Source: an optimization exercise on an open RTL-to-GDS flow (aim: small area, a short achievable clock period and few clock cycles). Production flows keep margins and buffers that such runs may drop. Where RTL was checked, it was by simulation tests only, not by an equivalence proof against the original. For runs 1, 2, 4 and 7, only the layout was checked, not whether the RTL still works. Power and IR drop assume default switching activity.

--- flow/config.mk ---
export PLATFORM = sky130hd
export DESIGN_NAME = sdr_frame_rx
export DESIGN_NICKNAME = sdr_frame_rx
export VERILOG_FILES = /design/flow/design.v
export SDC_FILE = /design/flow/constraint.sdc
export NUM_CORES = 4
export LEC_CHECK = 0
export ABC_AREA = 1
export CAP_MARGIN = 20
export CORE_MARGIN = 2
export CORE_UTILIZATION = 40
export CTS_CLUSTER_DIAMETER = 80
export CTS_CLUSTER_SIZE = 20
export SETUP_SLACK_MARGIN = 0.5
export SLEW_MARGIN = 20
--- flow/constraint.sdc ---
create_clock -name core_clock -period 22.0 [get_ports {clk}]
set_input_delay 4.4000 -clock core_clock [delete_from_list [all_inputs] [get_ports {clk}]]
set_output_delay 4.4000 -clock core_clock [all_outputs]
set_load 0.01 [all_outputs]
--- flow/design.v ---
module sdr_frame_rx (
    input  wire        clk,
    input  wire        rst,
    input  wire        in_valid,
    output wire        in_ready,
    input  wire [7:0]  in_data,
    output reg         out_valid,
    output reg  [7:0]  out_type,
    output reg  [7:0]  out_gid,
    output reg  [7:0]  out_sid,
    output reg  [79:0] out_payload,
    output reg         crc_err
);
    localparam integer N     = 30;              
    localparam [31:0]  SYNC  = 32'h1ACFFC1D;
    localparam [31:0]  CRC_PRE = 32'hFF06CBB9;
    function automatic near_sync(input [31:0] w);
        reg [31:0] x;
        reg [15:0] a1, a2;
        reg [7:0]  b1, b2, b3;
        reg [3:0]  c1, c2, c3;
        reg [1:0]  d1, d2, d3;
        integer i;
        begin
            x = w ^ SYNC;
            for (i = 0; i < 16; i = i + 1) begin
                a1[i] = x[2*i] | x[2*i+1];
                a2[i] = x[2*i] & x[2*i+1];
            end
            for (i = 0; i < 8; i = i + 1) begin
                b1[i] = a1[2*i] | a1[2*i+1];
                b2[i] = a2[2*i] | a2[2*i+1] | (a1[2*i] & a1[2*i+1]);
                b3[i] = (a2[2*i] & a1[2*i+1]) | (a1[2*i] & a2[2*i+1]);
            end
            for (i = 0; i < 4; i = i + 1) begin
                c1[i] = b1[2*i] | b1[2*i+1];
                c2[i] = b2[2*i] | b2[2*i+1] | (b1[2*i] & b1[2*i+1]);
                c3[i] = b3[2*i] | b3[2*i+1] | (b2[2*i] & b1[2*i+1]) | (b1[2*i] & b2[2*i+1]);
            end
            for (i = 0; i < 2; i = i + 1) begin
                d1[i] = c1[2*i] | c1[2*i+1];
                d2[i] = c2[2*i] | c2[2*i+1] | (c1[2*i] & c1[2*i+1]);
                d3[i] = c3[2*i] | c3[2*i+1] | (c2[2*i] & c1[2*i+1]) | (c1[2*i] & c2[2*i+1]);
            end
            near_sync = !(d3[0] | d3[1] | (d2[0] & d1[1]) | (d1[0] & d2[1]));
        end
    endfunction
    function automatic [3:0] ham_dec(input [7:0] c);
        reg [2:0] syn;
        reg [3:0] d;
        begin
            syn = {c[6] ^ c[5] ^ c[3], c[6] ^ c[4] ^ c[3], c[5] ^ c[4] ^ c[3]} ^ c[2:0];
            d = c[6:3];
            case (syn)
                3'd6: d[3] = ~d[3];
                3'd5: d[2] = ~d[2];
                3'd3: d[1] = ~d[1];
                3'd7: d[0] = ~d[0];
                default: ;
            endcase
            ham_dec = d;
        end
    endfunction
    function automatic [31:0] crc_step4(input [31:0] r);
        integer i;
        begin
            for (i = 0; i < 4; i = i + 1)
                r = r[0] ? ((r >> 1) ^ 32'hEDB88320) : (r >> 1);
            crc_step4 = r;
        end
    endfunction
    function automatic [7:0] key(input [4:0] j);
        begin
            case (j)
                5'd0:  key = 8'hFE; 5'd1:  key = 8'h3B; 5'd2:  key = 8'h14;
                5'd3:  key = 8'hBE; 5'd4:  key = 8'hA8; 5'd5:  key = 8'h5B;
                5'd6:  key = 8'hCE; 5'd7:  key = 8'h56; 5'd8:  key = 8'h60;
                5'd9:  key = 8'hDA; 5'd10: key = 8'hE8; 5'd11: key = 8'hC8;
                5'd12: key = 8'h81; 5'd13: key = 8'h26; 5'd14: key = 8'h9E;
                5'd15: key = 8'hE1; 5'd16: key = 8'hFC; 5'd17: key = 8'h76;
                5'd18: key = 8'h29; 5'd19: key = 8'h7D; 5'd20: key = 8'h50;
                5'd21: key = 8'hB7; 5'd22: key = 8'h9C; 5'd23: key = 8'hAC;
                5'd24: key = 8'hC1; 5'd25: key = 8'hB5; 5'd26: key = 8'hD1;
                default: key = 8'h00;
            endcase
        end
    endfunction
    reg        rdy_q;                  
    reg        st_v;                   
    reg  [7:0] st_d;
    reg  [7:0] hist [0:N-1];           
    assign in_ready = rdy_q;
    reg        rot;                    
    reg  [4:0] rc;                     
    reg        ract;                   
    reg  [2:0] wv;                     
    reg        wnew;                   
    reg        parse;                  
    reg  [2:0] sh;                     
    reg  [4:0] j;                      
    reg        rec;                    
    reg  [4:0] bd;                     
    reg  [31:0] crc;
    reg        mf;                     
    wire push  = st_v;                         
    wire rstep = rot && !st_v;                 
    wire shift = push || rstep;
    wire rd    = rot ? (rstep && (ract || bd == N - 1)) : push;
    wire [7:0] hin = rot && !st_v ? hist[N-1] : st_d;
    wire [39:0] win = {hist[4], hist[3], hist[2], hist[1], hist[0]};
    reg  [7:0]  hit;
    integer     s;
    always @* begin
        for (s = 0; s < 8; s = s + 1)
            hit[s] = near_sync(win[39-s -: 32]);
    end
    wire any_hit = |hit;
    reg  [2:0] hsh;                    
    always @* begin
        hsh = 3'd0;
        for (s = 7; s >= 0; s = s - 1)
            if (hit[s]) hsh = s[2:0];
    end
    reg        sq;                     
    reg  [4:0] jq;                     
    reg  [7:0] gq;                     
    wire [3:0] d  = ham_dec(gq);
    wire [31:0] crc_in = crc ^ ((!jq[0] && jq <= 5'd22) ? {28'd0, d} : 32'd0);
    wire [31:0] crc_f  = crc_step4(crc_in) ^ ((jq[0] && jq <= 5'd21) ? {24'd0, d, 4'd0} : 32'd0);
    reg  [7:0]  crc_b;
    always @* begin
        case (jq[1:0])
            2'd3:    crc_b = crc_f[31:24];   
            2'd0:    crc_b = crc[23:16];     
            2'd1:    crc_b = crc[15:8];      
            default: crc_b = crc[7:0];       
        endcase
    end
    wire bmatch = (gq == ~crc_b);
    wire lastq  = sq && (jq == 5'd26);
    wire fin_ok = mf && (gq == ~crc[7:0]);
    wire pass   = lastq && fin_ok;
    wire fail   = lastq && !fin_ok;
    wire rewind = fail && rec;
    wire look  = wnew && (wv == 3'd5);
    wire found = look && !parse && any_hit && !pass && !rewind;  
    wire nhit  = parse && look && any_hit;               
    wire step  = wnew && parse || found && hit[0];
    wire [2:0] ush = parse ? sh : 3'd0;
    wire [15:0] pair = {hist[1], hist[0]} << ush;
    wire [7:0]  abyte = (ush == 3'd0) ? hist[0] : pair[15:8];
    wire [4:0]  uj = parse ? j : 5'd0;
    wire last  = step && (uj == 5'd26);
    wire rot_end = rstep && (rc == N - 1);
    integer k;
    always @(posedge clk) begin
        st_d <= in_data;
        if (shift) begin
            hist[0] <= hin;
            for (k = 1; k < N; k = k + 1)
                hist[k] <= hist[k-1];
        end
        gq <= abyte ^ key(uj);
        jq <= uj;
        if (sq) begin
            if (jq <= 5'd2) crc <= CRC_PRE;
            else if (jq <= 5'd23) crc <= crc_f;
            if (jq == 5'd23) mf <= bmatch;
            else mf <= mf & bmatch;
            if (jq == 5'd0) out_type <= gq;
            if (jq == 5'd1) out_gid  <= gq;
            if (jq == 5'd2) out_sid  <= gq;
            if (jq >= 5'd3 && jq <= 5'd22) out_payload <= {out_payload[75:0], d};
        end
        if (found) sh <= hsh;
        if (found) j <= hit[0] ? 5'd1 : 5'd0;
        else if (step) j <= j + 5'd1;
        if (nhit && !rec) bd <= 5'd4 + {4'd0, shift};
        else if (shift) bd <= (bd == N - 1) ? 5'd0 : bd + 5'd1;
        if (rstep) rc <= rc + 5'd1;
        if (rstep && bd == N - 1) ract <= 1'b1;
        if (rst) begin
            rdy_q     <= 1'b0;
            st_v      <= 1'b0;
            rot       <= 1'b0;
            rc        <= 5'd0;
            ract      <= 1'b0;
            wv        <= 3'd0;
            wnew      <= 1'b0;
            parse     <= 1'b0;
            rec       <= 1'b0;
            sq        <= 1'b0;
            out_valid <= 1'b0;
            crc_err   <= 1'b0;
        end else begin
            st_v  <= in_valid && rdy_q;
            rdy_q <= !(rewind || rot && !rot_end) &&
                     !(rec && ({1'b0, bd} + {5'd0, st_v} + {5'd0, rdy_q} >= 6'd28));
            sq    <= step;
            out_valid <= pass;
            crc_err   <= fail;
            wnew <= rd;
            if (rewind) begin
                rot  <= 1'b1;
                rc   <= 5'd0;
                ract <= 1'b0;
                wv   <= 3'd0;
            end else begin
                if (rot_end) rot <= 1'b0;
                if (pass) wv <= {2'd0, sh != 3'd0} + {2'd0, wnew} + {2'd0, rd};
                else if (rd) wv <= (wv == 3'd5) ? 3'd5 : wv + 3'd1;
            end
            if (found) parse <= 1'b1;
            else if (last) parse <= 1'b0;
            if (found || lastq) rec <= 1'b0;
            else if (nhit) rec <= 1'b1;
        end
    end
endmodule
--- flow/run.sh ---
#!/bin/bash
# synth_recipe.tcl (not shown) runs the flow's synth.tcl, then flattens the netlist and writes it again
# the make line also repeats each setting of config.mk as NAME=value (left out here)
make -C /OpenROAD-flow-scripts/flow DESIGN_CONFIG=/design/flow/config.mk WORK_HOME=/design/flow/orfs CLKGATE_MAP_FILE= SYNTH_SCRIPT=/design/flow/synth_recipe.tcl finish
==> results of run 1 <==
## Yosys cell counts (all sizes together) (2+ instances only)
master / instances / area [um^2]
and3: 5 / 31.28
o21bai: 3 / 22.52
dfxtp: 39 / 780.8
nor4: 22 / 137.6
nor3: 37 / 185.2
inv: 296 / 1121
or2: 12 / 75.08
o21ai: 125 / 625.6
o31ai: 6 / 45.04
o22ai: 9 / 56.30
o32ai: 5 / 43.79
nor2: 301 / 1170
a22oi: 5 / 37.54
a211oi: 4 / 30.03
a31oi: 3 / 18.77
clkbuf: 16 / 62.56
fa: 2 / 40.04
buf: 17 / 112.6
o221ai: 5 / 43.79
nand3: 148 / 810.8
xnor2: 9 / 78.83
xor2: 25 / 219.0
and2: 2 / 12.51
o211ai: 15 / 112.6
nor3b: 5 / 37.54
nand4: 50 / 312.8
o21a: 2 / 15.01
a32o: 2 / 20.02
ha: 13 / 162.7
a21oi: 57 / 285.3
nand2: 570 / 2370
nand3b: 5 / 37.54
edfxtp: 390 / 11710
## where the power goes
| group | total [mW] | switching, mW | internal, mW | leakage [nW] |
|---|---|---|---|---|
| clock | 0.532 | 0.266 | 0.266 | 0.437 |
| sequential | 0.905 | 0.00934 | 0.895 | 3.87 |
| combinational | 0.0648 | 0.0466 | 0.0182 | 5.05 |
| total | 1.50 | 0.322 | 1.18 | 9.35 |
## cell type report
class / instances / share of cell area [%]
Clock buffer: 46 / 3.519
Inverter: 297 / 4.744
Sequential cell: 429 / 52.68
Multi-Input combinational cell: 1452 / 29.93
Tap cell: 680 / 3.588
Timing Repair Buffer: 125 / 5.245
Clock inverter: 6 / 0.2955
## cell families (layout without fill, tap and decap cells)
logic type	after synthesis	in the layout	share of synthesized area, %
compound gates	245	245	6.666
simple gates	1158	1158	24.86
flops	429	429	59.85
buf+inv	330	474	6.228
fa+ha+maj	15	15	0.9711
xor+xnor	34	34	1.427
## sequential cells by signal, summed over array words and instances, names as in the netlist, 3 cells and up
name,count
st_d,8
sh,3
rc,5
out_sid,8
wv,3
out_payload,80
crc,32
out_type,8
hist,240
jq,5
bd,5
gq,8
j,5
out_gid,8
## routing by layer
metal | GRT usage (%) | up-vias
met1 | 26.92 | 7275
li1 | - | 7691
met3 | 2.978 | 76
met2 | 28.61 | 517
met4 | 5.589 | 0
met5 | 0 | -
## worst paths after layout
kind | start | end | slack [ns] | depth (start not counted)
setup / recovery | out_payload[71] | out_payload[71] | 16.03 | 1
hold / removal | hist[8][1] | hist[9][1] | 0.41 | 0
setup reg to reg | hist[0][7] | bd[2] | 18.43 | 12
hold reg to reg | hist[8][1] | hist[9][1] | 0.41 | 0
==> metrics.csv, run 1 <==
stage;metric;value;unit
routing;DR WL/cell;16.64;um
worst_setup_path;worst path cell trace;clkdlybuf4s50_1;
yosys;Synth warnings;2;
finish;most common cell after layout, fill and taps aside;nand2_1;
clock_network;Post-CTS Resized;0;
pwr;pwr dens;63.30;nW/um^2
die;Die Height;232.4;um
die;Die Area;54020;um^2
placement;Port Buffers;117;
yosys;register area share after synthesis;59.85;%
yosys;Syn Area/Cell;9.440;um^2
sta;max_slew headroom;31.09;%
routing;Post-Route WL;50510;um
die;starting density of the core;40.60;%
worst_setup_path;CP peak stage delay;0.57;ns
yosys;predominant post-synthesis flop cell;edfxtp_1;
global_route;vias in the first global route;14460;
finish;n_diodes;0;
routing;initial drt markers;1364;
clock_network;clk slew on worst S/H paths;0.08;ns
routing;Antenna Violating Nets Remaining;0;
clock_network;# hold bufs at CTS;0;
sta;final worst-path cycle share;27.16;%
global_route;Remaining Overflow, GRT;0;
yosys;synth unique cells;54;
global_route;GRT Resource Usage Total;18.57;%
worst_setup_path;crit end category;primary output;
clock_network;CTS tree;yes;
routing;vias per cell;5.127;
finish;Register Area;12490;um^2
die;row count;83;
routing;DRC violation count after routing;0;
outcome;outcome;no timing/DRC/antenna violations;
clock_network;H-tree depth;1;
finish;final instance area;23710;um^2
worst_setup_path;slowest CP cell;clkdlybuf4s50_1;
sta;hold_ws;0.4103;ns
pwr;Lkg Pwr;9.355;nW
finish;multi-input logic area;7097;um^2
routing;WL met3;3514;um
routing;top sig layer;met4;
clock_network;postcts setup bufs;0;
sta;slack of the critical path;16.03;ns
yosys;Yosys reg bits;429;
finish;Util after Layout;46.13;%
yosys;Post-synth EDFFs;390;
worst_setup_path;Worst setup SP type;flip-flop;
sta;f_max;0.1674;GHz
worst_setup_path;CP Buf/Inv Count;1;
global_route;antenna violations before repair;1;
die;die width;232.4;um
worst_setup_path;CP Class;reg2out;
finish;most frequent cells in the layout;nand2_1 (517), edfxtp_1 (390), nor2_1 (286), inv_1 (281), nand3_1 (137);
routing;Via Count;15560;
die;core box area;51410;um^2
pwr;IR drop worst, VDD;0.00005174;V
placement;DPL Wire Length;37950;um
worst_setup_path;Worst Path Arrival;1.57;ns
global_route;first-pass GRT wire length;78980;um
sta;min Tclk post-route;5.974;ns
yosys;syn nets;2237;
sta;setup violators final;0;
die;I/O pins;118;
finish;fin cells;3035;
finish;Syn-to-layout area delta;13.61;%
clock_network;CTS Buf Count;28;
worst_hold_path;HP Class;reg2reg;
yosys;FFs w/ async S/R, synth;0;%
sta;Final Hold Fails;0;
sta;Slew Limit Fails;0;
routing;total length of routed met2 wires;21860;um
sta;unrepaired setup endpoints after global routing;no;
clock_network;worst skew pair latency;0.58;ns
clock_network;clock buffer depth;3;
clock_network;CTS root buf;clkbuf_16;
placement;Place WS;16.24;ns
worst_setup_path;delay-heaviest family, CP;buffers and inverters;
routing;met1 wire length;23770;um
routing;drt first pass iters;7;
sta;post-route setup TNS;0;ns
global_route;largest net degree at the start of global routing;207;
run;Max Cap Viol;0;
placement;GP Congestion;0.9338;
yosys;Gate Count Post-Synth;2211;
yosys;Post-Syn Area;20870;um^2
sta;Final Skew;0.02089;ns
finish;Fill cells;4876;
finish;layout cells sized above 1;6.454;%
finish;Nets;2359;
pwr;Pwr Total;1.501;mW
worst_setup_path;critical-path maximum fanout;2;
placement;DP Area;22810;um^2
clock_network;Clock Sinks;429;
placement;placed insts;2983;
worst_setup_path;Req. time, crit path;17.60;ns
sta;worst slew pin tran;1.034;ns
==> inputs of run 2 (changes only) <==
==> flow/flow/run.sh (new file) <==
#!/bin/bash
set -euo pipefail
export BUFFER_PORTS_ARGS="-buffer_cell sky130_fd_sc_hd__buf_2"
export CTS_ARGS="-sink_clustering_enable -repair_clock_nets -dont_use_dummy_load -sink_clustering_size 20 -sink_clustering_max_diameter 80"
bash standard.sh > standard_flow.log 2>&1
==> flow/standard.sh (new file) <==
#!/bin/bash
# synth_recipe.tcl (not shown) runs the flow's synth.tcl, then flattens the netlist and writes it again
# the make line also repeats each setting of config.mk as NAME=value (left out here)
make -C /OpenROAD-flow-scripts/flow DESIGN_CONFIG=/design/flow/config.mk WORK_HOME=/design/flow/orfs CLKGATE_MAP_FILE= SYNTH_SCRIPT=/design/flow/synth_recipe.tcl "${@:-finish}"
--- a/flow/config.mk
+++ b/flow/config.mk
@@ -9,7 +9,5 @@
 export CAP_MARGIN = 20
 export CORE_MARGIN = 2
 export CORE_UTILIZATION = 40
-export CTS_CLUSTER_DIAMETER = 80
-export CTS_CLUSTER_SIZE = 20
 export SETUP_SLACK_MARGIN = 0.5
 export SLEW_MARGIN = 20
removed: flow/run.sh
==> metrics.csv, run 2 <==
stage;metric;value;unit;change
sta;max_slew headroom;33.81;%;was 31.09%
finish;multi-input logic area;7097;um^2;unchanged
yosys;Post-synth EDFFs;390;;unchanged
pwr;Pwr Total;1.421;mW;was 1.501 mW
sta;setup violators final;0;;unchanged
finish;final instance area;22900;um^2;was 23710 um^2
yosys;Synth warnings;2;;unchanged
finish;layout cells sized above 1;11.07;%;was 6.454%
placement;Port Buffers;117;;unchanged
finish;Syn-to-layout area delta;9.699;%;was 13.61%
yosys;Gate Count Post-Synth;2211;;unchanged
finish;n_diodes;0;;unchanged
yosys;FFs w/ async S/R, synth;0;%;unchanged
global_route;GRT Resource Usage Total;18.12;%;was 18.57%
routing;drt first pass iters;6;;was 7
yosys;Post-Syn Area;20870;um^2;unchanged
outcome;outcome;no timing/DRC/antenna violations;;unchanged
yosys;Yosys top cell by area;edfxtp_1;;unchanged
clock_network;Clock Sinks;429;;unchanged
worst_setup_path;Reg-to-Reg End;bd[3];;was bd[2]
worst_setup_path;Worst Path Arrival;1.19;ns;was 1.57 ns
yosys;register area share after synthesis;59.85;%;unchanged
sta;slack of the critical path;16.41;ns;was 16.03 ns
worst_setup_path;reg2reg start;hist[1][0];;was hist[0][7]
clock_network;worst skew pair latency;0.57;ns;was 0.58 ns
clock_network;Post-CTS Resized;0;;unchanged
pwr;IR drop worst, VDD;0.00004661;V;was 0.00005174 V
worst_hold_path;HP Class;reg2reg;;unchanged
pwr;Lkg Pwr;9.260;nW;was 9.355 nW
placement;Place WS;16.79;ns;was 16.24 ns
sta;post-route setup TNS;0;ns;unchanged
worst_setup_path;slowest CP cell;edfxtp_1;;was clkdlybuf4s50_1
placement;GP Congestion;0.9453;;was 0.9338
routing;DRC violation count after routing;0;;unchanged
worst_setup_path;CP peak stage delay;0.46;ns;was 0.57 ns
yosys;cell with the most instances after synthesis;nand2_1;;unchanged
die;core box area;51410;um^2;unchanged
sta;Slew Limit Fails;0;;unchanged
global_route;largest net degree at the start of global routing;92;;was 207
finish;Reg with most FFs;hist;;unchanged
worst_setup_path;critical-path maximum fanout;2;;unchanged
yosys;Yosys reg bits;429;;unchanged
worst_setup_path;crit end category;primary output;;unchanged
yosys;synth unique cells;54;;unchanged
finish;max reg flops;240;;unchanged
global_route;antenna violations before repair;0;;was 1
routing;Post-Route WL;49680;um;was 50510 um
placement;DP Area;22220;um^2;was 22810 um^2
die;I/O pins;118;;unchanged
clock_network;H-tree depth;1;;unchanged
global_route;first-pass GRT wire length;77190;um;was 78980 um
worst_setup_path;CP Class;reg2out;;unchanged
die;Die Height;232.4;um;unchanged
yosys;predominant post-synthesis flop cell;edfxtp_1;;unchanged
clock_network;CTS root buf;clkbuf_16;;unchanged
worst_setup_path;Crit. Startpoint;out_payload[71];;unchanged
worst_setup_path;Worst setup SP type;flip-flop;;unchanged
clock_network;clk slew on worst S/H paths;0.07;ns;was 0.08 ns
die;row count;83;;unchanged
routing;initial drt markers;1281;;was 1364
routing;Antenna Violating Nets Remaining;0;;unchanged
global_route;Remaining Overflow, GRT;0;;unchanged
die;starting density of the core;40.60;%;unchanged
worst_setup_path;worst path cell trace;buf_2;;was clkdlybuf4s50_1
worst_setup_path;CP Buf/Inv Count;1;;unchanged
sta;final worst-path cycle share;25.42;%;was 27.16%
worst_setup_path;flop2flop setup slack;18.69;ns;was 18.43 ns
worst_setup_path;Levels on crit path;1;;unchanged
finish;Register Area;12490;um^2;unchanged
sta;min Tclk post-route;5.593;ns;was 5.974 ns
finish;fin cells;3011;;was 3035
clock_network;clock buffer depth;3;;unchanged
worst_setup_path;Worst Setup EP;out_payload[71];;unchanged
yosys;leading post-synthesis cells by cell area;edfxtp_1 (56%), nand2_1 (9.3%), nor2_1 (5.2%);;unchanged
yosys;commonest cells in the netlist;nand2_1 (518), edfxtp_1 (390), nor2_1 (287), inv_1 (281), nand3_1 (137);;unchanged
clock_network;CTS Buf Count;27;;was 28
routing;Via Count;15510;;was 15560
routing;vias per cell;5.151;;was 5.127
worst_setup_path;delay-heaviest family, CP;flip-flops;;was buffers and inverters
placement;DPL Wire Length;37170;um;was 37950 um
run;Max Cap Viol;0;;unchanged
finish;top flop regs;hist (240), out_payload (80), crc (32);;unchanged
finish;Nets;2359;;unchanged
sta;worst slew pin tran;0.9928;ns;was 1.034 ns
placement;placed insts;2984;;was 2983
clock_network;CTS tree;yes;;unchanged
finish;Fill cells;4906;;was 4876
die;die width;232.4;um;unchanged
sta;unrepaired setup endpoints after global routing;no;;unchanged
global_route;vias in the first global route;14420;;was 14460
sta;Final Hold Fails;0;;unchanged
die;Die Area;54020;um^2;unchanged
worst_setup_path;Req. time, crit path;17.60;ns;about the same
yosys;top cell type's share of synthesized area;56.11;%;unchanged
finish;most common cell after layout, fill and taps aside;nand2_1;;unchanged
sta;f_max;0.1788;GHz;was 0.1674 GHz
yosys;syn nets;2237;;unchanged
pwr;pwr dens;62.04;nW/um^2;was 63.30 nW/um^2
sta;Final Skew;0.03613;ns;was 0.02089 ns
clock_network;postcts setup bufs;0;;unchanged
routing;DR WL/cell;16.50;um;was 16.64 um
yosys;Syn Area/Cell;9.440;um^2;unchanged
finish;most frequent cells in the layout;nand2_1 (517), edfxtp_1 (390), nor2_1 (286), inv_1 (281), nand3_1 (137);;unchanged
worst_setup_path;Worst R2R Path Depth;16;;was 12
clock_network;# hold bufs at CTS;0;;unchanged
run 2: worst min path at each step:
stage | start | end | cells after the start
2_1_floorplan | hist[9][0] | hist[10][0] | 0
3_3_place_gp | hist[12][5] | hist[13][5] | 0
3_5_place_dp | hist[9][6] | hist[10][6] | 0
4_1_cts | hist[25][0] | hist[26][0] | 0
5_1_grt | hist[10][5] | hist[11][5] | 0
6_report | hist[25][0] | hist[26][0] | 0
run 2: cells by family after synthesis:
kind of cell	count (synthesis)	share of synthesized area [%]
AOI/OAI and AO/OA	245	6.666
adders and majority gates	15	0.9711
xor gates and xnor gates	34	1.427
buffers and inverters	330	6.228
and+or+nand+nor	1158	24.86
DFF	429	59.85
run 2: cell type report:
cell class / count / share of cell area (%)
multi-input combinational: 1452 / 30.99
timing repair buffer: 126 / 2.869
sequential: 429 / 54.56
inverter: 297 / 4.913
clock buffer: 27 / 2.951
tap: 680 / 3.716
run 2: through the flow:
stage	hold slack, ns	util [%]
2_1_floorplan	0.4003	-
3_3_place_gp	0.4002	43.22
3_5_place_dp	0.4045	43.22
4_1_cts	0.3981	44.53
5_1_grt	0.4106	44.54
6_report	0.4017	44.54
run 2: layer usage:
layer	global-route usage (%)	wire (um)
met4	5.569	1493
met3	2.365	3594
met2	28.54	21580
met1	26.04	23010
met5	0	0
run 2: power by group:
part | internal [mW] | switching, mW
Combinational | 0.0171 | 0.0462
Clock | 0.216 | 0.236
Sequential | 0.896 | 0.00945
Total | 1.13 | 0.291
==> inputs of run 3 (changes only) <==
--- a/flow/design.v
+++ b/flow/design.v
@@ -176,7 +176,7 @@
         if (found) j <= hit[0] ? 5'd1 : 5'd0;
         else if (step) j <= j + 5'd1;
         if (nhit && !rec) bd <= 5'd4 + {4'd0, shift};
-        else if (shift) bd <= (bd == N - 1) ? 5'd0 : bd + 5'd1;
+        else if (shift) bd <= bd + 5'd1;
         if (rstep) rc <= rc + 5'd1;
         if (rstep && bd == N - 1) ract <= 1'b1;
         if (rst) begin
==> metrics.csv, run 3 <==
stage;metric;value;unit;change
global_route;vias in the first global route;13170;;was 14420
pwr;Lkg Pwr;8.726;nW;was 9.260 nW
worst_setup_path;Worst Path Arrival;1.14;ns;was 1.19 ns
worst_setup_path;CP Class;reg2out;;unchanged
placement;Place WS;16.76;ns;was 16.79 ns
yosys;syn nets;2061;;was 2237
yosys;Post-synth EDFFs;390;;unchanged
sta;Final Skew;0.05640;ns;was 0.03613 ns
yosys;predominant post-synthesis flop cell;edfxtp_1;;unchanged
yosys;FFs w/ async S/R, synth;0;%;unchanged
worst_setup_path;critical-path maximum fanout;2;;unchanged
worst_setup_path;delay-heaviest family, CP;flip-flops;;unchanged
pwr;IR drop worst, VDD;0.00004278;V;was 0.00004661 V
yosys;synth unique cells;50;;was 54
finish;layout cells sized above 1;10.29;%;was 11.07%
global_route;antenna violations before repair;0;;unchanged
worst_setup_path;CP Buf/Inv Count;1;;unchanged
clock_network;Clock Sinks;429;;unchanged
yosys;Gate Count Post-Synth;2035;;was 2211
routing;vias per cell;5.095;;was 5.151
yosys;Yosys reg bits;429;;unchanged
yosys;Yosys top cell by area;edfxtp_1;;unchanged
clock_network;# hold bufs at CTS;0;;unchanged
clock_network;H-tree depth;1;;unchanged
routing;DRC violation count after routing;0;;unchanged
yosys;top cell type's share of synthesized area;58.84;%;was 56.11%
sta;worst slew pin tran;1.008;ns;was 0.9928 ns
finish;top flop regs;hist (240), out_payload (80), crc (32);;unchanged
worst_setup_path;CP peak stage delay;0.43;ns;was 0.46 ns
clock_network;clk slew on worst S/H paths;0.08;ns;was 0.07 ns
pwr;Pwr Total;1.424;mW;was 1.421 mW
sta;post-route setup TNS;0;ns;unchanged
clock_network;CTS root buf;clkbuf_16;;unchanged
finish;most frequent cells in the layout;nand2_1 (469), edfxtp_1 (390), inv_1 (272), nor2_1 (248), buf_2 (117);;was nand2_1 (517), edfxtp_1 (390), nor2_1 (286), inv_1 (281), nand3_1 (137)
sta;setup violators final;0;;unchanged
die;Die Height;227.1;um;was 232.4 um
placement;Port Buffers;117;;unchanged
outcome;outcome;no timing/DRC/antenna violations;;unchanged
finish;Syn-to-layout area delta;10.11;%;was 9.699%
die;starting density of the core;40.57;%;was 40.60%
clock_network;clock buffer depth;3;;unchanged
yosys;Syn Area/Cell;9.780;um^2;was 9.440 um^2
sta;f_max;0.1805;GHz;was 0.1788 GHz
sta;unrepaired setup endpoints after global routing;no;;unchanged
yosys;register area share after synthesis;62.76;%;was 59.85%
worst_hold_path;HP Class;reg2reg;;unchanged
yosys;leading post-synthesis cells by cell area;edfxtp_1 (59%), nand2_1 (8.8%), inv_1 (5.1%);;was edfxtp_1 (56%), nand2_1 (9.3%), nor2_1 (5.2%)
sta;slack of the critical path;16.46;ns;was 16.41 ns
die;die width;227.1;um;was 232.4 um
global_route;GRT Resource Usage Total;17.38;%;was 18.12%
die;row count;81;;was 83
sta;Final Hold Fails;0;;unchanged
worst_setup_path;slowest CP cell;edfxtp_1;;unchanged
routing;Post-Route WL;45530;um;was 49680 um
clock_network;worst skew pair latency;0.57;ns;about the same
finish;Nets;2176;;was 2359
routing;drt first pass iters;5;;was 6
pwr;pwr dens;64.98;nW/um^2;was 62.04 nW/um^2
global_route;Remaining Overflow, GRT;0;;unchanged
finish;max reg flops;240;;unchanged
finish;most common cell after layout, fill and taps aside;nand2_1;;unchanged
clock_network;postcts setup bufs;0;;unchanged
run;Max Cap Viol;0;;unchanged
worst_setup_path;Req. time, crit path;17.60;ns;about the same
clock_network;Post-CTS Resized;0;;unchanged
routing;initial drt markers;1524;;was 1281
yosys;commonest cells in the netlist;nand2_1 (469), edfxtp_1 (390), inv_1 (273), nor2_1 (249), o21ai_0 (113);;was nand2_1 (518), edfxtp_1 (390), nor2_1 (287), inv_1 (281), nand3_1 (137)
yosys;Post-Syn Area;19900;um^2;was 20870 um^2
sta;Slew Limit Fails;0;;unchanged
clock_network;CTS Buf Count;28;;was 27
finish;Reg with most FFs;hist;;unchanged
worst_setup_path;Worst setup SP type;flip-flop;;unchanged
worst_setup_path;worst path cell trace;buf_2;;unchanged
die;I/O pins;118;;unchanged
sta;max_slew headroom;32.77;%;was 33.81%
global_route;first-pass GRT wire length;70470;um;was 77190 um
yosys;Synth warnings;2;;unchanged
worst_setup_path;crit end category;primary output;;unchanged
sta;final worst-path cycle share;25.19;%;was 25.42%
finish;n_diodes;0;;unchanged
placement;DPL Wire Length;32920;um;was 37170 um
finish;Util after Layout;44.68;%;was 44.54%
die;Die Area;51560;um^2;was 54020 um^2
global_route;largest net degree at the start of global routing;161;;was 92
sta;min Tclk post-route;5.541;ns;was 5.593 ns
routing;Antenna Violating Nets Remaining;0;;unchanged
routing;DR WL/cell;16.19;um;was 16.50 um
clock_network;CTS tree;yes;;unchanged
routing;Via Count;14330;;was 15510
die;core box area;49050;um^2;was 51410 um^2
placement;GP Congestion;0.9402;;was 0.9453
yosys;cell with the most instances after synthesis;nand2_1;;unchanged
[run 3: cell count changes in the layout (fill, tap and decap cells not counted), sizes merged, moves of 6 or more]
cell | before | now
o22ai | 9 | 23
or2 | 12 | 18
inv | 296 | 280
nor2 | 301 | 257
nand2 | 570 | 499
nand3 | 148 | 100
o21ai | 125 | 115
nor4 | 22 | 15
nand4 | 50 | 32
a21oi | 57 | 82
[run 3: worst paths after layout]
| check | cells past startpoint | slack, ns | endpoint | start |
|---|---|---|---|---|
| worst min-delay path | 0 | 0.41 | hist[20][2] | hist[19][2] |
| worst max-delay path | 1 | 16.46 | out_payload[17] | out_payload[17] |
| worst max register to register | 14 | 18.60 | j[3] | hist[1][0] |
| worst min register to register | 0 | 0.41 | hist[20][2] | hist[19][2] |
[run 3: layer usage]
layer / vias to the layer above / GRT usage (%) / routed length (um)
met5: - / 0 / 0
met4: 0 / 4.955 / 1147
met3: 70 / 2.788 / 3337
met2: 424 / 26.89 / 19720
met1: 6778 / 25.31 / 21330
li1: 7056 / - / -
[run 3: cells by family after synthesis]
kind of cell    synth area share (%)
buf+inv                        6.217
xor+xnor                       1.452
fa+ha+maj                      1.018
flops                          62.76
simple gates                   20.84
compound gates                 7.707
[run 3: cell type report]
type,instances,area [um^2]
flip-flops and latches,429,12490
inverters,282,1069
multi-input cells,1288,6187
fillers,4658,27140
repair buffers,121,635.6
well taps,664,830.8
clock buffers,28,700.7
[run 3: where the power goes]
part           leakage [nW]  switching (mW)  internal [mW]
Combinational          4.51          0.0392         0.0150
Clock                 0.345           0.241          0.224
Sequential             3.87         0.00943          0.895
Total                  8.73           0.290           1.13
[run 3: through the flow]
step           cell area (um^2)  hold slack (ns)  cells
2_1_floorplan             19900           0.4003   2035
3_3_place_gp              21180           0.4003   2783
3_5_place_dp              21190           0.4045   2783
4_1_cts                   21890           0.4120   2811
5_1_grt                   21910           0.4165   2812
6_report                  21910           0.4099   2812
Testbench counts of run 3, summed over its fixed seeds: cycles 22,795.
==> inputs of run 4 (changes only) <==
--- a/flow/design.v
+++ b/flow/design.v
@@ -176,7 +176,7 @@
         if (found) j <= hit[0] ? 5'd1 : 5'd0;
         else if (step) j <= j + 5'd1;
         if (nhit && !rec) bd <= 5'd4 + {4'd0, shift};
-        else if (shift) bd <= bd + 5'd1;
+        else if (shift) bd <= (bd == N - 1) ? 5'd0 : bd + 5'd1;
         if (rstep) rc <= rc + 5'd1;
         if (rstep && bd == N - 1) ract <= 1'b1;
         if (rst) begin
==> flow/flow/run.sh (replaced) <==
#!/bin/bash
set -euo pipefail
export BUFFER_PORTS_ARGS="-buffer_cell sky130_fd_sc_hd__buf_1"
export CTS_ARGS="-sink_clustering_enable -repair_clock_nets -dont_use_dummy_load -sink_clustering_size 25 -sink_clustering_max_diameter 80"
bash standard.sh > standard_flow.log 2>&1
==> metrics.csv, run 4 <==
stage;metric;value;unit;change
worst_setup_path;CP peak stage delay;0.42;ns;was 0.43 ns
die;Die Area;54020;um^2;was 51560 um^2
sta;post-route setup TNS;0;ns;unchanged
worst_setup_path;reg2reg start;hist[0][7];;was hist[1][0]
worst_setup_path;crit end category;primary output;;unchanged
pwr;pwr dens;61.93;nW/um^2;was 64.98 nW/um^2
sta;f_max;0.1802;GHz;was 0.1805 GHz
yosys;FFs w/ async S/R, synth;0;%;unchanged
finish;max reg flops;240;;unchanged
yosys;Gate Count Post-Synth;2211;;was 2035
sta;unrepaired setup endpoints after global routing;no;;unchanged
clock_network;clk slew on worst S/H paths;0.09;ns;was 0.08 ns
yosys;Synth warnings;2;;unchanged
clock_network;worst skew pair latency;0.57;ns;about the same
yosys;syn nets;2237;;was 2061
routing;drt first pass iters;6;;was 5
placement;placed insts;2983;;was 2783
pwr;IR drop worst, VDD;0.00005041;V;was 0.00004278 V
yosys;Yosys top cell by area;edfxtp_1;;unchanged
yosys;Post-synth EDFFs;390;;unchanged
finish;multi-input logic area;7097;um^2;was 6187 um^2
clock_network;CTS root buf;clkbuf_16;;unchanged
worst_setup_path;slowest CP cell;edfxtp_1;;unchanged
worst_setup_path;flop2flop setup slack;18.45;ns;was 18.60 ns
yosys;Post-Syn Area;20870;um^2;was 19900 um^2
yosys;Yosys reg bits;429;;unchanged
finish;Syn-to-layout area delta;8.704;%;was 10.11%
run;Max Cap Viol;0;;unchanged
sta;setup violators final;0;;unchanged
global_route;first-pass GRT wire length;77750;um;was 70470 um
routing;Post-Route WL;49890;um;was 45530 um
placement;Port Buffers;117;;unchanged
yosys;register area share after synthesis;59.85;%;was 62.76%
worst_hold_path;worst hold path depth;0;;unchanged
yosys;Syn Area/Cell;9.440;um^2;was 9.780 um^2
global_route;GRT Resource Usage Total;18.22;%;was 17.38%
global_route;vias in the first global route;14490;;was 13170
clock_network;postcts setup bufs;0;;unchanged
clock_network;Clock Sinks;429;;unchanged
worst_setup_path;Worst Path Arrival;1.15;ns;was 1.14 ns
yosys;cell with the most instances after synthesis;nand2_1;;unchanged
placement;GP Congestion;0.9900;;was 0.9402
sta;max_slew headroom;27.63;%;was 32.77%
routing;DR WL/cell;16.58;um;was 16.19 um
clock_network;H-tree depth;1;;unchanged
die;die width;232.4;um;was 227.1 um
finish;most frequent cells in the layout;nand2_1 (517), edfxtp_1 (390), nor2_1 (286), inv_1 (281), nand3_1 (137);;was nand2_1 (469), edfxtp_1 (390), inv_1 (272), nor2_1 (248), buf_2 (117)
yosys;leading post-synthesis cells by cell area;edfxtp_1 (56%), nand2_1 (9.3%), nor2_1 (5.2%);;was edfxtp_1 (59%), nand2_1 (8.8%), inv_1 (5.1%)
outcome;outcome;no timing/DRC/antenna violations;;unchanged
clock_network;CTS tree;yes;;unchanged
clock_network;CTS Buf Count;25;;was 28
yosys;commonest cells in the netlist;nand2_1 (518), edfxtp_1 (390), nor2_1 (287), inv_1 (281), nand3_1 (137);;was nand2_1 (469), edfxtp_1 (390), inv_1 (273), nor2_1 (249), o21ai_0 (113)
worst_hold_path;Hold Path Origin;hist[26][2];;was hist[19][2]
worst_setup_path;Levels on crit path;1;;unchanged
global_route;antenna violations before repair;0;;unchanged
yosys;top cell type's share of synthesized area;56.11;%;was 58.84%
placement;DPL Wire Length;37470;um;was 32920 um
die;core box area;51410;um^2;was 49050 um^2
routing;Antenna Violating Nets Remaining;0;;unchanged
die;row count;83;;was 81
die;I/O pins;118;;unchanged
worst_setup_path;Crit. Startpoint;out_payload[61];;was out_payload[17]
worst_setup_path;CP Buf/Inv Count;1;;unchanged
die;Die Height;232.4;um;was 227.1 um
global_route;largest net degree at the start of global routing;81;;was 161
sta;Final Hold Fails;0;;unchanged
sta;worst slew pin tran;1.082;ns;was 1.008 ns
sta;Final Skew;0.06104;ns;was 0.05640 ns
worst_setup_path;worst path cell trace;buf_1;;was buf_2
finish;Register Area;12490;um^2;unchanged
finish;Nets;2356;;was 2176
sta;min Tclk post-route;5.549;ns;was 5.541 ns
finish;Reg with most FFs;hist;;unchanged
finish;most common cell after layout, fill and taps aside;nand2_1;;unchanged
routing;DRC violation count after routing;0;;unchanged
die;starting density of the core;40.60;%;was 40.57%
sta;Slew Limit Fails;0;;unchanged
routing;vias per cell;5.168;;was 5.095
finish;layout cells sized above 1;5.928;%;was 10.29%
global_route;Remaining Overflow, GRT;0;;unchanged
clock_network;Post-CTS Resized;0;;unchanged
finish;Fill cells;4871;;was 4658
clock_network;# hold bufs at CTS;0;;unchanged
worst_setup_path;Worst R2R Path Depth;12;;was 14
worst_setup_path;Worst setup SP type;flip-flop;;unchanged
worst_setup_path;CP Class;reg2out;;unchanged
sta;final worst-path cycle share;25.22;%;was 25.19%
worst_setup_path;critical-path maximum fanout;2;;unchanged
yosys;predominant post-synthesis flop cell;edfxtp_1;;unchanged
clock_network;clock buffer depth;3;;unchanged
pwr;Lkg Pwr;8.904;nW;was 8.726 nW
finish;n_diodes;0;;unchanged
worst_setup_path;Req. time, crit path;17.60;ns;about the same
yosys;synth unique cells;54;;was 50
finish;fin cells;3008;;was 2812
finish;top flop regs;hist (240), out_payload (80), crc (32);;unchanged
worst_hold_path;HP Class;reg2reg;;unchanged
routing;initial drt markers;1366;;was 1524
worst_setup_path;delay-heaviest family, CP;flip-flops;;unchanged
routing;Via Count;15550;;was 14330
-- run 4: worst paths after layout --
kind,to
hold reg to reg,hist[27][2]
setup / recovery,out_payload[61]
setup reg to reg,bd[0]
hold / removal,hist[27][2]
-- run 4: area by class of cell --
| cell class | instances | area share [%] |
|---|---|---|
| multi-input combinational | 1452 | 31.28 |
| inverter | 297 | 4.958 |
| sequential | 429 | 55.06 |
| tap | 680 | 3.750 |
| clock buffer | 25 | 2.757 |
| timing repair buffer | 125 | 2.200 |
-- run 4: power breakdown --
part | internal (mW) | leakage [nW] | switching [mW]
sequential | 0.896 | 3.87 | 0.00935
combinational | 0.0169 | 4.73 | 0.0465
clock | 0.201 | 0.308 | 0.236
total | 1.11 | 8.90 | 0.291
-- run 4: per-layer routing --
| layer | vias to the layer above | global-route usage, % | wire length, um |
|---|---|---|---|
| met5 | - | 0 | 0 |
| li1 | 7666 | - | - |
| met4 | 0 | 4.587 | 1052 |
| met1 | 7295 | 26.50 | 23880 |
| met2 | 514 | 29.00 | 21940 |
| met3 | 70 | 2.096 | 3013 |
-- run 4: kinds of logic (layout without fill, tap and decap cells) --
| group | Yosys count | in the layout | synth area share [%] |
|---|---|---|---|
| and+or+nand+nor | 1158 | 1158 | 24.86 |
| DFF | 429 | 429 | 59.85 |
| adders and majority gates | 15 | 15 | 0.9711 |
| xor gates and xnor gates | 34 | 34 | 1.427 |
| AOI/OAI and AO/OA | 245 | 245 | 6.666 |
| buffers and inverters | 330 | 447 | 6.228 |
-- run 4: through the flow --
| step | setup slack (ns) | power, mW | util [%] | area [um^2] | hold slack (ns) |
|---|---|---|---|---|---|
| after global placement | 16.62 | 0.9845 | 42.92 | 22060 | 0.4004 |
| after global routing | 16.40 | 1.458 | 44.14 | 22690 | 0.3883 |
| after CTS | 16.41 | 1.423 | 44.14 | 22690 | 0.3793 |
| after detailed placement | 16.61 | 0.9863 | 42.92 | 22060 | 0.4045 |
| final | 16.45 | 1.405 | 44.14 | 22690 | 0.3960 |
| after floorplan | 12.91 | 0.9703 | - | 20870 | 0.4003 |
==> inputs of run 5 (changes only) <==
--- a/flow/design.v
+++ b/flow/design.v
@@ -176,7 +176,7 @@
         if (found) j <= hit[0] ? 5'd1 : 5'd0;
         else if (step) j <= j + 5'd1;
         if (nhit && !rec) bd <= 5'd4 + {4'd0, shift};
-        else if (shift) bd <= (bd == N - 1) ? 5'd0 : bd + 5'd1;
+        else if (shift) bd <= bd + 5'd1;
         if (rstep) rc <= rc + 5'd1;
         if (rstep && bd == N - 1) ract <= 1'b1;
         if (rst) begin
==> metrics.csv, run 5 <==
stage;metric;value;unit;change
die;I/O pins;118;;unchanged
worst_setup_path;CP Class;reg2out;;unchanged
sta;worst slew pin tran;1.052;ns;was 1.082 ns
routing;DR WL/cell;16.13;um;was 16.58 um
worst_setup_path;CP peak stage delay;0.43;ns;was 0.42 ns
clock_network;worst skew pair latency;0.57;ns;about the same
clock_network;H-tree depth;1;;unchanged
yosys;Gate Count Post-Synth;2035;;was 2211
yosys;Syn Area/Cell;9.780;um^2;was 9.440 um^2
yosys;Yosys reg bits;429;;unchanged
worst_setup_path;worst path cell trace;buf_1;;unchanged
sta;Slew Limit Fails;0;;unchanged
global_route;first-pass GRT wire length;70610;um;was 77750 um
clock_network;CTS tree;yes;;unchanged
yosys;syn nets;2061;;was 2237
routing;DRC violation count after routing;0;;unchanged
placement;Port Buffers;117;;unchanged
yosys;register area share after synthesis;62.76;%;was 59.85%
worst_setup_path;crit end category;primary output;;unchanged
yosys;FFs w/ async S/R, synth;0;%;unchanged
routing;drt first pass iters;5;;was 6
die;Die Height;227.1;um;was 232.4 um
clock_network;CTS root buf;clkbuf_16;;unchanged
finish;n_diodes;0;;unchanged
sta;min Tclk post-route;5.534;ns;was 5.549 ns
yosys;Synth warnings;2;;unchanged
worst_setup_path;delay-heaviest family, CP;flip-flops;;unchanged
worst_setup_path;Reg-to-Reg End;bd[3];;was bd[0]
worst_setup_path;CP Buf/Inv Count;1;;unchanged
routing;Via Count;14320;;was 15550
worst_setup_path;critical-path maximum fanout;2;;unchanged
clock_network;postcts setup bufs;0;;unchanged
placement;GP Congestion;0.9660;;was 0.9900
routing;Post-Route WL;45300;um;was 49890 um
pwr;IR drop worst, VDD;0.00004556;V;was 0.00005041 V
sta;final worst-path cycle share;25.15;%;was 25.22%
global_route;GRT Resource Usage Total;17.25;%;was 18.22%
finish;Fill cells;4633;;was 4871
finish;final instance area;21670;um^2;was 22690 um^2
sta;max_slew headroom;29.86;%;was 27.63%
worst_setup_path;reg2reg start;hist[1][0];;was hist[0][7]
yosys;cell with the most instances after synthesis;nand2_1;;unchanged
routing;initial drt markers;1323;;was 1366
clock_network;clock buffer depth;3;;unchanged
yosys;predominant post-synthesis flop cell;edfxtp_1;;unchanged
routing;Antenna Violating Nets Remaining;0;;unchanged
finish;Syn-to-layout area delta;8.876;%;was 8.704%
worst_setup_path;flop2flop setup slack;18.48;ns;was 18.45 ns
worst_setup_path;slowest CP cell;edfxtp_1;;unchanged
clock_network;clk slew on worst S/H paths;0.09;ns;about the same
yosys;synth unique cells;50;;was 54
die;die width;227.1;um;was 232.4 um
clock_network;Post-CTS Resized;0;;unchanged
routing;vias per cell;5.098;;was 5.168
yosys;leading post-synthesis cells by cell area;edfxtp_1 (59%), nand2_1 (8.8%), inv_1 (5.1%);;was edfxtp_1 (56%), nand2_1 (9.3%), nor2_1 (5.2%)
run;Max Cap Viol;0;;unchanged
yosys;Yosys top cell by area;edfxtp_1;;unchanged
finish;top flop regs;hist (240), out_payload (80), crc (32);;unchanged
worst_hold_path;Hold Path Origin;hist[7][2];;was hist[26][2]
worst_hold_path;HP Class;reg2reg;;unchanged
worst_hold_path;WHS Endpoint;hist[8][2];;was hist[27][2]
sta;post-route setup TNS;0;ns;unchanged
die;Die Area;51560;um^2;was 54020 um^2
finish;Util after Layout;44.18;%;was 44.14%
global_route;largest net degree at the start of global routing;152;;was 81
sta;Final Hold Fails;0;;unchanged
finish;layout cells sized above 1;4.664;%;was 5.928%
sta;unrepaired setup endpoints after global routing;no;;unchanged
finish;most common cell after layout, fill and taps aside;nand2_1;;unchanged
sta;Final Skew;0.04810;ns;was 0.06104 ns
finish;Reg with most FFs;hist;;unchanged
finish;max reg flops;240;;unchanged
global_route;Remaining Overflow, GRT;0;;unchanged
pwr;Lkg Pwr;8.353;nW;was 8.904 nW
global_route;vias in the first global route;13350;;was 14490
die;core box area;49050;um^2;was 51410 um^2
yosys;Post-synth EDFFs;390;;unchanged
worst_setup_path;Worst R2R Path Depth;12;;unchanged
pwr;Pwr Total;1.397;mW;was 1.405 mW
clock_network;Clock Sinks;429;;unchanged
die;starting density of the core;40.57;%;was 40.60%
outcome;outcome;no timing/DRC/antenna violations;;unchanged
sta;hold_ws;0.3918;ns;was 0.3960 ns
die;row count;81;;was 83
global_route;antenna violations before repair;1;;was 0
yosys;top cell type's share of synthesized area;58.84;%;was 56.11%
finish;most frequent cells in the layout;nand2_1 (469), edfxtp_1 (390), inv_1 (272), nor2_1 (248), buf_1 (117);;was nand2_1 (517), edfxtp_1 (390), nor2_1 (286), inv_1 (281), nand3_1 (137)
sta;f_max;0.1807;GHz;was 0.1802 GHz
pwr;pwr dens;64.47;nW/um^2;was 61.93 nW/um^2
clock_network;CTS Buf Count;25;;unchanged
finish;Nets;2172;;was 2356
clock_network;# hold bufs at CTS;0;;unchanged
worst_setup_path;Worst Path Arrival;1.13;ns;was 1.15 ns
yosys;commonest cells in the netlist;nand2_1 (469), edfxtp_1 (390), inv_1 (273), nor2_1 (249), o21ai_0 (113);;was nand2_1 (518), edfxtp_1 (390), nor2_1 (287), inv_1 (281), nand3_1 (137)
placement;DPL Wire Length;32560;um;was 37470 um
worst_setup_path;Req. time, crit path;17.60;ns;about the same
worst_setup_path;Worst setup SP type;flip-flop;;unchanged
worst_hold_path;worst hold path depth;0;;unchanged
yosys;Post-Syn Area;19900;um^2;was 20870 um^2
placement;DP Area;21040;um^2;was 22060 um^2
sta;setup violators final;0;;unchanged
==> run 5: cell type report <==
class                           instances  area, um^2  share of cell area [%]
Timing Repair Buffer                  120       465.4                   2.148
Sequential cell                       429       12490                   57.65
Multi-Input combinational cell       1288        6187                   28.55
Inverter                              282        1069                   4.931
Clock buffer                           25       625.6                   2.887
Tap cell                              664       830.8                   3.834
==> run 5: stage by stage <==
step	cells	worst slack (ns)
after floorplan	2035	12.88
after global placement	2783	16.69
after detailed placement	2783	16.65
after CTS	2808	16.42
after global routing	2808	16.41
final	2808	16.47
==> run 5: worst max-delay path by stage <==
| stage | from | cells after the start | end | slack (ns) |
|---|---|---|---|---|
| after CTS | out_payload[30] | 1 | out_payload[30] | 16.42 |
| after global routing | out_payload[62] | 1 | out_payload[62] | 16.41 |
| after global placement | rst | 3 | rc[2] | 16.69 |
| after detailed placement | rst | 3 | rc[2] | 16.65 |
| after floorplan | jq[0] | 5 | out_payload[0] | 12.88 |
| final | out_payload[39] | 1 | out_payload[39] | 16.47 |
==> run 5: logic make-up (layout without fill, tap and decap cells) <==
family,Yosys count,after routing,share of synthesized area (%)
adders and majority gates,15,15,1.018
AOI/OAI and AO/OA,272,272,7.707
and+or+nand+nor,968,968,20.84
DFF,429,429,62.76
buffers and inverters,318,427,6.217
xor gates and xnor gates,33,33,1.452
==> run 5: where the power goes <==
part	switching [mW]	internal [mW]
sequential	0.00961	0.896
combinational	0.0390	0.0144
clock	0.237	0.201
==> run 5: routing by layer <==
layer  global-route usage (%)  up-vias  part of all wire (%)
met5                        0        -                 0.029
met4                    5.903        2                   3.0
met3                    3.098       80                   7.5
met2                    26.02      481                    43
li1                         -     7058                     -
met1                    25.09     6695                    47
Testbench counts of run 5, summed over its fixed seeds: cycles 22,795.
==> inputs of run 6 (changes only) <==
==> flow/flow/run.sh (replaced) <==
#!/bin/bash
set -euo pipefail
export BUFFER_PORTS_ARGS="-buffer_cell sky130_fd_sc_hd__buf_1"
export CTS_ARGS="-sink_clustering_enable -repair_clock_nets -dont_use_dummy_load -sink_clustering_size 30 -sink_clustering_max_diameter 100"
bash standard.sh > standard_flow.log 2>&1
==> metrics.csv, run 6 <==
stage;metric;value;unit;change
sta;hold_ws;0.3950;ns;was 0.3918 ns
clock_network;CTS Buf Count;19;;was 25
yosys;Post-Synth Simple-Gate Area;20.84;%;unchanged
die;Die Height;227.1;um;unchanged
routing;vias per cell;5.090;;was 5.098
sta;f_max;0.1813;GHz;was 0.1807 GHz
clock_network;Post-CTS Resized;0;;unchanged
clock_network;H-tree depth;1;;unchanged
worst_setup_path;CP peak stage delay;0.43;ns;about the same
clock_network;clock buffer depth;3;;unchanged
yosys;Gate Count Post-Synth;2035;;unchanged
yosys;top cell type's share of synthesized area;58.84;%;unchanged
finish;most common cell after layout, fill and taps aside;nand2_1;;unchanged
clock_network;CTS root buf;clkbuf_16;;unchanged
global_route;GRT Resource Usage Total;17.21;%;was 17.25%
placement;DPL Wire Length;32560;um;unchanged
finish;max reg flops;240;;unchanged
worst_setup_path;worst path cell trace;buf_1;;unchanged
sta;Final Skew;0.05252;ns;was 0.04810 ns
sta;worst slew pin tran;1.011;ns;was 1.052 ns
routing;initial drt markers;1387;;was 1323
worst_setup_path;delay-heaviest family, CP;flip-flops;;unchanged
routing;drt first pass iters;9;;was 5
sta;unrepaired setup endpoints after global routing;no;;unchanged
clock_network;CTS tree;yes;;unchanged
placement;DP Area;21040;um^2;unchanged
finish;fin cells;2802;;was 2808
yosys;Post-Syn Area;19900;um^2;unchanged
placement;placed insts;2783;;unchanged
worst_setup_path;crit end category;primary output;;unchanged
routing;DR WL/cell;16.07;um;was 16.13 um
yosys;cell with the most instances after synthesis;nand2_1;;unchanged
sta;post-route setup TNS;0;ns;unchanged
clock_network;# hold bufs at CTS;0;;unchanged
yosys;Synth warnings;2;;unchanged
sta;final worst-path cycle share;25.07;%;was 25.15%
sta;Final Hold Fails;0;;unchanged
finish;Reg with most FFs;hist;;unchanged
global_route;vias in the first global route;13280;;was 13350
sta;min Tclk post-route;5.515;ns;was 5.534 ns
yosys;Yosys reg bits;429;;unchanged
yosys;synth unique cells;50;;unchanged
die;starting density of the core;40.57;%;unchanged
pwr;pwr dens;62.22;nW/um^2;was 64.47 nW/um^2
yosys;leading post-synthesis cells by cell area;edfxtp_1 (59%), nand2_1 (8.8%), inv_1 (5.1%);;unchanged
clock_network;worst skew pair latency;0.54;ns;was 0.57 ns
worst_setup_path;CP Buf/Inv Count;1;;unchanged
finish;layout cells sized above 1;4.397;%;was 4.664%
global_route;Remaining Overflow, GRT;0;;unchanged
worst_hold_path;HP Class;reg2reg;;unchanged
yosys;predominant post-synthesis flop cell;edfxtp_1;;unchanged
worst_setup_path;Req. time, crit path;17.60;ns;about the same
pwr;IR drop worst, VDD;0.00004100;V;was 0.00004556 V
yosys;largest family of logic cells by synthesized area;simple AND/OR/NAND/NOR gates;;unchanged
yosys;syn nets;2061;;unchanged
yosys;complex-gate fraction of the synthesized area;7.707;%;unchanged
global_route;antenna violations before repair;1;;unchanged
global_route;largest net degree at the start of global routing;152;;unchanged
finish;n_diodes;0;;unchanged
routing;DRC violation count after routing;0;;unchanged
yosys;commonest cells in the netlist;nand2_1 (469), edfxtp_1 (390), inv_1 (273), nor2_1 (249), o21ai_0 (113);;unchanged
yosys;Yosys top cell by area;edfxtp_1;;unchanged
pwr;Pwr Total;1.339;mW;was 1.397 mW
clock_network;postcts setup bufs;0;;unchanged
yosys;XOR/XNOR share of the synthesized area;1.452;%;unchanged
clock_network;clk slew on worst S/H paths;0.12;ns;was 0.09 ns
finish;Syn-to-layout area delta;8.122;%;was 8.876%
sta;setup violators final;0;;unchanged
yosys;mux contribution to synthesized area;0;%;unchanged
worst_setup_path;slowest CP cell;edfxtp_1;;unchanged
worst_setup_path;CP Class;reg2out;;unchanged
yosys;Syn Area/Cell;9.780;um^2;unchanged
die;I/O pins;118;;unchanged
worst_setup_path;critical-path maximum fanout;2;;unchanged
routing;Via Count;14260;;was 14320
placement;GP Congestion;0.9660;;unchanged
yosys;register area share after synthesis;62.76;%;unchanged
worst_setup_path;Worst setup SP type;flip-flop;;unchanged
worst_setup_path;Worst Path Arrival;1.11;ns;was 1.13 ns
finish;top flop regs;hist (240), out_payload (80), crc (32);;unchanged
yosys;FFs w/ async S/R, synth;0;%;unchanged
routing;Antenna Violating Nets Remaining;0;;unchanged
finish;final instance area;21520;um^2;was 21670 um^2
pwr;Lkg Pwr;8.279;nW;was 8.353 nW
placement;Port Buffers;117;;unchanged
sta;Slew Limit Fails;0;;unchanged
finish;Nets;2166;;was 2172
die;row count;81;;unchanged
finish;most frequent cells in the layout;nand2_1 (469), edfxtp_1 (390), inv_1 (272), nor2_1 (248), buf_1 (117);;unchanged
die;core box area;49050;um^2;unchanged
die;die width;227.1;um;unchanged
routing;Post-Route WL;45020;um;was 45300 um
run;Max Cap Viol;0;;unchanged
yosys;Post-Synth Adder-Cell Area;1.018;%;unchanged
outcome;outcome;no timing/DRC/antenna violations;;unchanged
global_route;first-pass GRT wire length;70400;um;was 70610 um
sta;max_slew headroom;32.38;%;was 29.86%
yosys;Post-synth EDFFs;390;;unchanged
die;Die Area;51560;um^2;unchanged
clock_network;Clock Sinks;429;;unchanged
-- run 6: cell counts after synthesis --
Identical to the previous run, type by type.
-- run 6: layout make-up --
type / count / area, um^2
timing repair buffer: 120 / 465.4
inverter: 282 / 1069
fill: 4643 / 27530
multi-input combinational: 1288 / 6187
clock buffer: 19 / 475.5
sequential: 429 / 12490
tap: 664 / 830.8
-- run 6: kinds of logic (layout without fill, tap and decap cells) --
group                      count (synthesis)  in the layout
and+or+nand+nor                          968            968
DFF                                      429            429
buffers and inverters                    318            421
AOI/OAI and AO/OA                        272            272
xor gates and xnor gates                  33             33
adders and majority gates                 15             15
-- run 6: final timing paths --
kind	from	end	slack, ns	cells past startpoint
max	out_payload[39]	out_payload[39]	16.49	1
min	out_payload[4]	out_payload[8]	0.39	0
max reg2reg	hist[1][0]	bd[3]	18.54	12
min reg2reg	out_payload[4]	out_payload[8]	0.39	0
-- run 6: layer usage --
layer / global-route usage, % / share of wire (%)
met5: 0 / 0.020
met4: 6.156 / 3.2
met3: 2.814 / 7.1
met2: 26.00 / 43
met1: 25.05 / 47
-- run 6: power breakdown --
| group | switching (mW) | total, mW | internal, mW |
|---|---|---|---|
| Combinational | 0.0389 | 0.0534 | 0.0144 |
| Clock | 0.224 | 0.381 | 0.156 |
| Sequential | 0.00953 | 0.905 | 0.895 |
| Total | 0.273 | 1.34 | 1.07 |
-- run 6: through the flow --
stage | worst slack (ns) | utilization [%]
2_1_floorplan | 12.88 | -
3_3_place_gp | 16.69 | 42.88
3_5_place_dp | 16.65 | 42.89
4_1_cts | 16.45 | 43.86
5_1_grt | 16.43 | 43.87
6_report | 16.49 | 43.87
==> inputs of run 7 (changes only) <==
--- a/flow/design.v
+++ b/flow/design.v
@@ -86,8 +86,6 @@
         end
     endfunction
     reg        rdy_q;                  
-    reg        st_v;                   
-    reg  [7:0] st_d;
     reg  [7:0] hist [0:N-1];           
     assign in_ready = rdy_q;
     reg        rot;                    
@@ -102,11 +100,11 @@
     reg  [4:0] bd;                     
     reg  [31:0] crc;
     reg        mf;                     
-    wire push  = st_v;                         
-    wire rstep = rot && !st_v;                 
+    wire push  = in_valid && rdy_q;            
+    wire rstep = rot;                          
     wire shift = push || rstep;
     wire rd    = rot ? (rstep && (ract || bd == N - 1)) : push;
-    wire [7:0] hin = rot && !st_v ? hist[N-1] : st_d;
+    wire [7:0] hin = rot ? hist[N-1] : in_data;
     wire [39:0] win = {hist[4], hist[3], hist[2], hist[1], hist[0]};
     reg  [7:0]  hit;
     integer     s;
@@ -154,7 +152,6 @@
     wire rot_end = rstep && (rc == N - 1);
     integer k;
     always @(posedge clk) begin
-        st_d <= in_data;
         if (shift) begin
             hist[0] <= hin;
             for (k = 1; k < N; k = k + 1)
@@ -181,7 +178,6 @@
         if (rstep && bd == N - 1) ract <= 1'b1;
         if (rst) begin
             rdy_q     <= 1'b0;
-            st_v      <= 1'b0;
             rot       <= 1'b0;
             rc        <= 5'd0;
             ract      <= 1'b0;
@@ -193,9 +189,8 @@
             out_valid <= 1'b0;
             crc_err   <= 1'b0;
         end else begin
-            st_v  <= in_valid && rdy_q;
             rdy_q <= !(rewind || rot && !rot_end) &&
-                     !(rec && ({1'b0, bd} + {5'd0, st_v} + {5'd0, rdy_q} >= 6'd28));
+                     !(rec && ({1'b0, bd} + {5'd0, rdy_q} >= 6'd29));
             sq    <= step;
             out_valid <= pass;
             crc_err   <= fail;
==> flow/flow/run.sh (replaced) <==
#!/bin/bash
set -euo pipefail
export BUFFER_PORTS_ARGS="-buffer_cell sky130_fd_sc_hd__buf_1"
export CTS_ARGS="-sink_clustering_enable -repair_clock_nets -dont_use_dummy_load -sink_clustering_size 25 -sink_clustering_max_diameter 80"
bash standard.sh > standard_flow.log 2>&1
==> metrics.csv, run 7 <==
stage;metric;value;unit;change
outcome;outcome;no timing/DRC/antenna violations;;unchanged
global_route;first-pass GRT wire length;71010;um;was 70400 um
sta;unrepaired setup endpoints after global routing;no;;unchanged
routing;Via Count;14170;;was 14260
worst_setup_path;CP peak stage delay;0.95;ns;was 0.43 ns
worst_setup_path;slowest CP cell;buf_4;;was edfxtp_1
finish;n_diodes;0;;unchanged
routing;Post-Route WL;45640;um;was 45020 um
sta;worst slew pin tran;1.065;ns;was 1.011 ns
finish;fin cells;2803;;was 2802
sta;post-route setup TNS;0;ns;unchanged
global_route;GRT Resource Usage Total;17.67;%;was 17.21%
yosys;top cell type's share of synthesized area;59.45;%;was 58.84%
yosys;Yosys reg bits;420;;was 429
clock_network;H-tree depth;1;;unchanged
routing;DR WL/cell;16.28;um;was 16.07 um
worst_setup_path;CP Buf/Inv Count;3;;was 1
worst_setup_path;flop2flop setup slack;18.42;ns;was 18.54 ns
sta;setup violators final;0;;unchanged
die;row count;81;;unchanged
placement;placed insts;2778;;was 2783
placement;Place WS;15.04;ns;was 16.65 ns
die;I/O pins;118;;unchanged
worst_hold_path;worst hold path depth;0;;unchanged
sta;Final Hold Fails;0;;unchanged
finish;most frequent cells in the layout;nand2_1 (504), edfxtp_1 (390), inv_1 (253), nor2_1 (247), buf_1 (117);;was nand2_1 (469), edfxtp_1 (390), inv_1 (272), nor2_1 (248), buf_1 (117)
worst_setup_path;delay-heaviest family, CP;buffers and inverters;;was flip-flops
finish;top flop regs;hist (240), out_payload (80), crc (32);;unchanged
yosys;Synth warnings;2;;unchanged
pwr;internal power;1.103;mW;was 1.066 mW
clock_network;Post-CTS Resized;0;;unchanged
yosys;Post-Syn Area;19700;um^2;was 19900 um^2
yosys;Syn Area/Cell;9.723;um^2;was 9.780 um^2
finish;layout cells sized above 1;5.049;%;was 4.397%
yosys;leading post-synthesis cells by cell area;edfxtp_1 (59%), nand2_1 (9.6%), inv_1 (4.8%);;was edfxtp_1 (59%), nand2_1 (8.8%), inv_1 (5.1%)
clock_network;clock buffer depth;3;;unchanged
worst_setup_path;Worst Path Arrival;6.54;ns;was 1.11 ns
clock_network;CTS Buf Count;24;;was 19
placement;DPL Wire Length;33550;um;was 32560 um
worst_setup_path;worst path cell trace;buf_1 -> a21oi_1 -> inv_8 -> buf_4;;was buf_1
sta;f_max;0.1577;GHz;was 0.1813 GHz
worst_setup_path;reg2reg start;hist[1][3];;was hist[1][0]
yosys;Gate Count Post-Synth;2026;;was 2035
finish;Reg with most FFs;hist;;unchanged
clock_network;postcts setup bufs;0;;unchanged
placement;GP Congestion;0.9081;;was 0.9660
die;starting density of the core;40.41;%;was 40.57%
placement;Port Buffers;117;;unchanged
worst_setup_path;critical-path maximum fanout;151;;was 2
yosys;synth unique cells;52;;was 50
die;core box area;48750;um^2;was 49050 um^2
run;Max Cap Viol;0;;unchanged
finish;max reg flops;240;;unchanged
worst_setup_path;Reg-to-Reg End;sh[1];;was bd[3]
worst_hold_path;HP Class;reg2reg;;unchanged
yosys;register area share after synthesis;62.50;%;was 62.76%
clock_network;# hold bufs at CTS;0;;unchanged
yosys;Yosys top cell by area;edfxtp_1;;unchanged
worst_setup_path;Levels on crit path;4;;was 1
worst_setup_path;crit end category;flip-flop;;was primary output
pwr;Switching Fraction;21.14;%;was 20.38%
die;Die Height;225.9;um;was 227.1 um
pwr;IR drop worst, VDD;0.00004813;V;was 0.00004100 V
yosys;syn nets;2052;;was 2061
routing;vias per cell;5.056;;was 5.090
pwr;Pwr Total;1.398;mW;was 1.339 mW
sta;hold_ws;0.3889;ns;was 0.3950 ns
finish;Syn-to-layout area delta;8.987;%;was 8.122%
worst_setup_path;Crit. Startpoint;in_valid;;was out_payload[39]
global_route;antenna violations before repair;1;;unchanged
clock_network;clk slew on worst S/H paths;0.09;ns;was 0.12 ns
-- run 7: cell types whose count changed after synthesis, sizes merged, moves of 7 or more --
| cell | before | now |
|---|---|---|
| nand2 | 499 | 532 |
| dfxtp | 39 | 30 |
| o211ai | 15 | 22 |
| a21oi | 82 | 69 |
| inv | 280 | 271 |
| nor3 | 36 | 24 |
-- run 7: stage by stage --
step           utilization (%)  instance area [um^2]
2_1_floorplan                -                 19700
3_5_place_dp             42.79                 20860
6_report                 44.04                 21470
4_1_cts                  44.02                 21460
5_1_grt                  44.04                 21470
3_3_place_gp             42.79                 20860
-- run 7: area by class of cell --
cell class	count	area (um^2)
Clock buffer	24	600.6
Fill cell	4592	27280
Timing Repair Buffer	122	480.5
Tap cell	664	830.8
Multi-Input combinational cell	1301	6215
Inverter	272	1031
Sequential cell	420	12310
-- run 7: cell families after synthesis --
family,after synthesis,synth area share (%)
adder cells (fa/ha/maj),15,0.9909
flip-flops,420,62.50
XOR/XNOR,31,1.378
AND/OR/NAND/NOR,992,21.47
AO/OA/AOI/OAI,263,7.660
buffers and inverters,305,5.996
-- run 7: per-layer routing --
metal	vias up	track usage [%]	wire length, um
met1	6651	25.88	21890
met2	432	27.68	19880
met4	2	4.144	843
li1	7038	-	-
met5	-	0	13
met3	50	2.576	3009
-- run 7: worst min path at each step --
| stage | slack, ns | end | startpoint |
|---|---|---|---|
| finish | 0.39 | hist[23][0] | hist[22][0] |
| global route | 0.39 | hist[23][5] | hist[22][5] |
| CTS | 0.39 | hist[23][0] | hist[22][0] |
| detailed placement | 0.40 | hist[11][0] | hist[10][0] |
| global placement | 0.40 | hist[11][4] | hist[10][4] |
| floorplan | 0.40 | hist[10][0] | hist[9][0] |
-- run 7: power by group through the flow --
| stage | Clock, mW | Combinational [mW] | Sequential, mW |
|---|---|---|---|
| 3_3_place_gp | 0 | 0.0772 | 0.919 |
| 3_5_place_dp | 0 | 0.0781 | 0.920 |
| 6_report | 0.417 | 0.0790 | 0.902 |
| 2_1_floorplan | 0 | 0.0603 | 0.916 |
| 5_1_grt | 0.463 | 0.0899 | 0.904 |
| 4_1_cts | 0.438 | 0.0784 | 0.902 |
-- run 7: worst register-to-register path, cell delays in order (launching register included) --
cell	delay, ns
edfxtp_1	0.54
nor2_1	0.46
nor2_1	0.13
nor3_1	0.34
nand3_1	0.20
o32ai_1	0.31
nand4_1	0.37
o21ai_1	0.29
nor2_1	0.11
nand2_2	0.16
nand2_2	0.11
inv_2	0.18

-- what the ideal ports hide --
The results above use ideal ports. As a check the final layouts listed here were re-extracted and re-timed, cells and wires unchanged. Step 1 sets driving cells, clkbuf_16 on the clock port and buf_2 on the other inputs (assumed; they add their load-dependent delay and slew). Step 2 times the ports against the registers' clock, not the clock port: input delays grow and output delays shrink by t, the midpoint of the rising clock arrivals with the driver on. Slacks: ideal / step 1 / step 2; pairs: ideal / step 1.
run	t, ns	setup slack, ns
run 1	0.633	16.026 / 15.966 / 16.200
run 2	0.609	16.407 / 16.347 / 16.750
run 3	0.599	16.459 / 16.406 / 16.768
run 4	0.603	16.451 / 16.394 / 16.555
run 5	0.595	16.466 / 16.411 / 16.679
run 6	0.572	16.485 / 16.427 / 16.678
run 7	0.581	15.659 / 15.676 / 15.095
After both steps setup and hold are still met in every run listed.
